This design comes from an exercise in tuning for small area on the open sky130 flow, not from production work. Only simulation tests tie the RTL to the original design; equivalence was not proved. Power and IR drop assume default switching activity.

Setup of main:
==> flow/design.v (excerpt) <==
module kstc_rx #(
    parameter MAX_PAYLOAD = 64
) (
    input  wire                     clk,
    input  wire                     rst,
    input  wire                     in_valid,
    input  wire [7:0]               in_byte,
    output reg                      out_valid,
    output wire [7:0]               out_pri,
    output wire [15:0]              out_src,
    output wire [15:0]              out_dst,
    output wire [15:0]              out_dspec,
    output wire [63:0]              out_tid,
    output wire [6:0]               out_len,
    output wire [8*MAX_PAYLOAD-1:0] out_payload
);
Size in the first run: ~2200 cells after synthesis, about 680 flip-flops, about 650 I/O pins.
==> module kstc_rx, before the edit <==
module kstc_rx #(
    parameter MAX_PAYLOAD = 64
) (
    input  wire                     clk,
    input  wire                     rst,
    input  wire                     in_valid,
    input  wire [7:0]               in_byte,
    output reg                      out_valid,
    output wire [7:0]               out_pri,
    output wire [15:0]              out_src,
    output wire [15:0]              out_dst,
    output wire [15:0]              out_dspec,
    output wire [63:0]              out_tid,
    output wire [6:0]               out_len,
    output wire [8*MAX_PAYLOAD-1:0] out_payload
);
    localparam [7:0]  DELIM       = 8'h9E;
    localparam [7:0]  ESC         = 8'h8E;
    localparam [31:0] CRC_INIT    = 32'hFFFFFFFF;
    localparam [31:0] CRC_RESIDUE = 32'hB798B438;
    reg        in_frame;    
    reg        fresh;       
    reg        unesc;       
    reg [6:0]  cnt;         
    reg [31:0] crc;
    reg [8*24-1:8]          hdr;       
    reg [8*MAX_PAYLOAD-1:0] buffer;    
    wire [7:0]  eff = unesc ? ~in_byte : in_byte;
    wire        at_pay0  = !fresh && (cnt == 7'd124);            
    wire [31:0] crc_in   = (fresh || at_pay0) ? CRC_INIT : crc;
    wire [31:0] crc_next;
    kstc_crc32c_step u_crc (
        .crc_in  (crc_in),
        .data    (eff),
        .crc_out (crc_next)
    );
    wire is_delim = (in_byte == DELIM);
    wire is_esc   = (in_byte == ESC);
    wire data     = in_valid && !is_delim && !is_esc;
    wire crc_ok   = (crc == CRC_RESIDUE);
    wire at_ovf     = cnt[6] && !cnt[5] && !cnt[4];          
    wire len_ok     = !cnt[6] || at_ovf;                     
    reg bad_data;
    always @* begin
        bad_data = 1'b0;
        if (fresh && eff != 8'h00)
            bad_data = 1'b1;                                 
        if (!fresh && cnt >= 7'd116 && cnt <= 7'd118 && eff != 8'h00)
            bad_data = 1'b1;                                 
        if (!fresh && cnt == 7'd119 && eff != 8'h80)
            bad_data = 1'b1;
        if (at_pay0 && !crc_ok)
            bad_data = 1'b1;                                 
        if (!fresh && at_ovf)
            bad_data = 1'b1;                                 
    end
    wire take_delim = in_valid && is_delim;
    wire emit = take_delim && in_frame && !fresh && len_ok && crc_ok;
    always @(posedge clk) begin
        if (rst)
            in_frame <= 1'b0;
        else if (take_delim)
            in_frame <= 1'b1;
        else if (in_valid && is_esc && unesc)
            in_frame <= 1'b0;                                
        else if (data && bad_data)
            in_frame <= 1'b0;
    end
    always @(posedge clk) begin
        if (in_valid)
            unesc <= is_esc;
        if (take_delim)
            fresh <= 1'b1;
        else if (data)
            fresh <= 1'b0;
        if (data)
            cnt <= fresh ? 7'd93 : cnt + 7'd1;
        if (data)
            crc <= crc_next;
    end
    always @(posedge clk) begin
        if (rst)
            out_valid <= 1'b0;
        else
            out_valid <= emit;
    end
    wire [23:1]            hdr_we;
    wire [MAX_PAYLOAD-1:0] buf_we;
    genvar g;
    generate
        for (g = 1; g <= 23; g = g + 1) begin : g_hdr
            if (g <= 7 || g >= 16) begin : g_used
                localparam [6:0] P = g - 36 + 128;
                wire keep = (cnt[6:3] != P[6:3]) || (cnt[2:0] != P[2:0]);
                assign hdr_we[g] = (cnt == P);
                always @(posedge clk)
                    hdr[8*g +: 8] <= ({8{keep}} | eff) & (hdr[8*g +: 8] | {8{hdr_we[g]}});
            end else begin : g_unused
                assign hdr_we[g] = 1'b0;
            end
        end
        for (g = 0; g < MAX_PAYLOAD; g = g + 1) begin : g_buf
            localparam [6:0] P = (g - 4 + 128) % 128;
            wire keep = (cnt[6:3] != P[6:3]) || (cnt[2:0] != P[2:0]);
            assign buf_we[g] = (cnt == P);
            always @(posedge clk)
                buffer[8*g +: 8] <= ({8{keep}} | eff) & (buffer[8*g +: 8] | {8{buf_we[g]}});
        end
    endgenerate
    assign out_pri     = hdr[15:8];
    assign out_src     = hdr[31:16];
    assign out_dst     = hdr[47:32];
    assign out_dspec   = hdr[63:48];
    assign out_tid     = hdr[191:128];
    assign out_len     = cnt;
    assign out_payload = buffer;
endmodule
clock: 5.0 ns
lec_check: 0
cap_margin: 0
core_margin: 2
core_utilization: 46
slew_margin: 0
buffer_ports_args: -buffer_cell sky130_fd_sc_hd__buf_1
cts_args: -sink_clustering_enable -repair_clock_nets -dont_use_dummy_load -buf_list {sky130_fd_sc_hd__clkbuf_8} -sink_clustering_size 18 -sink_clustering_max_diameter 70
remove_abc_buffers: 1
standard.sh (not shown) runs the stock make flow with config.mk's settings and CLKGATE_MAP_FILE= SYNTH_SCRIPT=/design/flow/synth_recipe.tcl, a recipe that flattens the netlist after the stock synthesis.
==> flow/flow/run.sh <==
#!/bin/bash
# Standard ORFS layout (the standard.sh) with these changes:
# - synthesis is the standard flow's synthesis script with only the ABC mapping script
#   replaced by flow/area.abc (area-oriented mapping); flip-flop mapping,
#   flattening and renaming are unchanged;
# - flow/extra.mk is added to config.mk: smallest buffer cell for the port
#   buffers, and CTS with smaller clock buffers and no dummy loads.
set -euo pipefail
W=$PWD
cat flow/extra.mk >> config.mk
sed '/source \$::env(SCRIPTS_DIR)\/synth_preamble.tcl/a set abc_args [lreplace $abc_args 1 1 '"$W"'/flow/area.abc]' \
    "$FLOW_HOME/scripts/synth.tcl" > flow_synth.tcl
grep -q 'flow/area.abc' flow_synth.tcl
sed "s#source \$::env(SCRIPTS_DIR)/synth.tcl#source $W/flow_synth.tcl#" synth_recipe.tcl > flow_synth_recipe.tcl
grep -q 'flow_synth.tcl' flow_synth_recipe.tcl
bash standard.sh synth SYNTH_SCRIPT="$W/flow_synth_recipe.tcl" > synth_make.log 2>&1
bash standard.sh > standard_make.log 2>&1
==> flow/flow/area.abc <==
strash
&get -n
&fraig -x
&put
scorr
dc2
dch
amap
topo
==> flow/flow/extra.mk <==
export BUFFER_PORTS_ARGS = -buffer_cell sky130_fd_sc_hd__buf_1
export CTS_ARGS = -sink_clustering_enable -repair_clock_nets -dont_use_dummy_load -buf_list {sky130_fd_sc_hd__clkbuf_8} -sink_clustering_size 18 -sink_clustering_max_diameter 70
export REMOVE_ABC_BUFFERS = 1
Setup changes, main to the feature branch
--- a/flow/design.v
+++ b/flow/design.v
@@ -40,18 +40,16 @@
     reg [8*24-1:8]          hdr;       
     reg [8*MAX_PAYLOAD-1:0] buffer;    
     wire [7:0]  eff = unesc ? ~in_byte : in_byte;
-    wire        at_pay0  = !fresh && (cnt == 7'd124);            
-    wire [31:0] crc_in   = (fresh || at_pay0) ? CRC_INIT : crc;
     wire [31:0] crc_next;
     kstc_crc32c_step u_crc (
-        .crc_in  (crc_in),
+        .crc_in  (crc),
         .data    (eff),
         .crc_out (crc_next)
     );
     wire is_delim = (in_byte == DELIM);
     wire is_esc   = (in_byte == ESC);
     wire data     = in_valid && !is_delim && !is_esc;
-    wire crc_ok   = (crc == CRC_RESIDUE);
+    wire at_hdr_end = !fresh && (cnt == 7'd123);             
     wire at_ovf     = cnt[6] && !cnt[5] && !cnt[4];          
     wire len_ok     = !cnt[6] || at_ovf;                     
     reg bad_data;
@@ -63,13 +61,13 @@
             bad_data = 1'b1;                                 
         if (!fresh && cnt == 7'd119 && eff != 8'h80)
             bad_data = 1'b1;
-        if (at_pay0 && !crc_ok)
+        if (at_hdr_end && crc_next != CRC_RESIDUE)
             bad_data = 1'b1;                                 
         if (!fresh && at_ovf)
             bad_data = 1'b1;                                 
     end
     wire take_delim = in_valid && is_delim;
-    wire emit = take_delim && in_frame && !fresh && len_ok && crc_ok;
+    wire emit = take_delim && in_frame && !fresh && len_ok && (crc == CRC_RESIDUE);
     always @(posedge clk) begin
         if (rst)
             in_frame <= 1'b0;
@@ -89,7 +87,9 @@
             fresh <= 1'b0;
         if (data)
             cnt <= fresh ? 7'd93 : cnt + 7'd1;
-        if (data)
+        if (take_delim || (data && at_hdr_end))
+            crc <= CRC_INIT;
+        else if (data)
             crc <= crc_next;
     end
     always @(posedge clk) begin
- NOTE total leakage power main->the feature branch increased slightly
- Number of ordinary and repair buffers in the finished layout sits higher in the feature branch than in main.
- The feature branch vs. main: number of placed cells counting well taps now sits higher; filler-free cell count of the finished design now sits higher.
- Compared the feature branch vs main, and share of total power in the clock network is down in the feature branch.
- There was hardly any difference in die outline area between main and the feature branch.
- The feature branch reports its capturing element of the worst setup path as in_frame while main reports crc[3].
- Compared with main, power per cell area in the feature branch increased by a few percent.
- As far as synthesized area is concerned, the feature branch and main perform about the same.
- Against main, wire length of the first global-routing pass in the feature branch came out worse.

[separate check: timing with driven ports]
How much do the figures lean on ideal ports? The routed layouts below were timed once more, with nothing changed but the port constraints.
Step 1: set_driving_cell puts a clkbuf_16 on clk and a buf_2 on each other input, an assumption about the parent block.
Step 2, shift: input delay + t, output delay - t, t = (earliest + latest rising clock arrival at the registers) / 2. This alone moves slack from input paths to output paths.
Slacks: ideal / step 1 / step 2; pairs: ideal / step 1.
| run | shift t [ns] | slack for setup (ns) | latest minus earliest clock arrival (ns) | worst register clock-pin slew, ns | cell pins on the clock port's net |
|---|---|---|---|---|---|
| main | 0.682 | 0.534 / 0.534 / 0.293 | 0.100 / 0.099 | 0.11 / 0.11 | 1 |
| the feature branch | 0.679 | 0.564 / 0.564 / 0.033 | 0.059 / 0.059 | 0.12 / 0.12 | 1 |
After both steps every run listed still meets setup and hold. For the feature branch, which loses most, drivers alone change the setup slack by 0.000 ns; drivers and shift together by -0.531 ns.
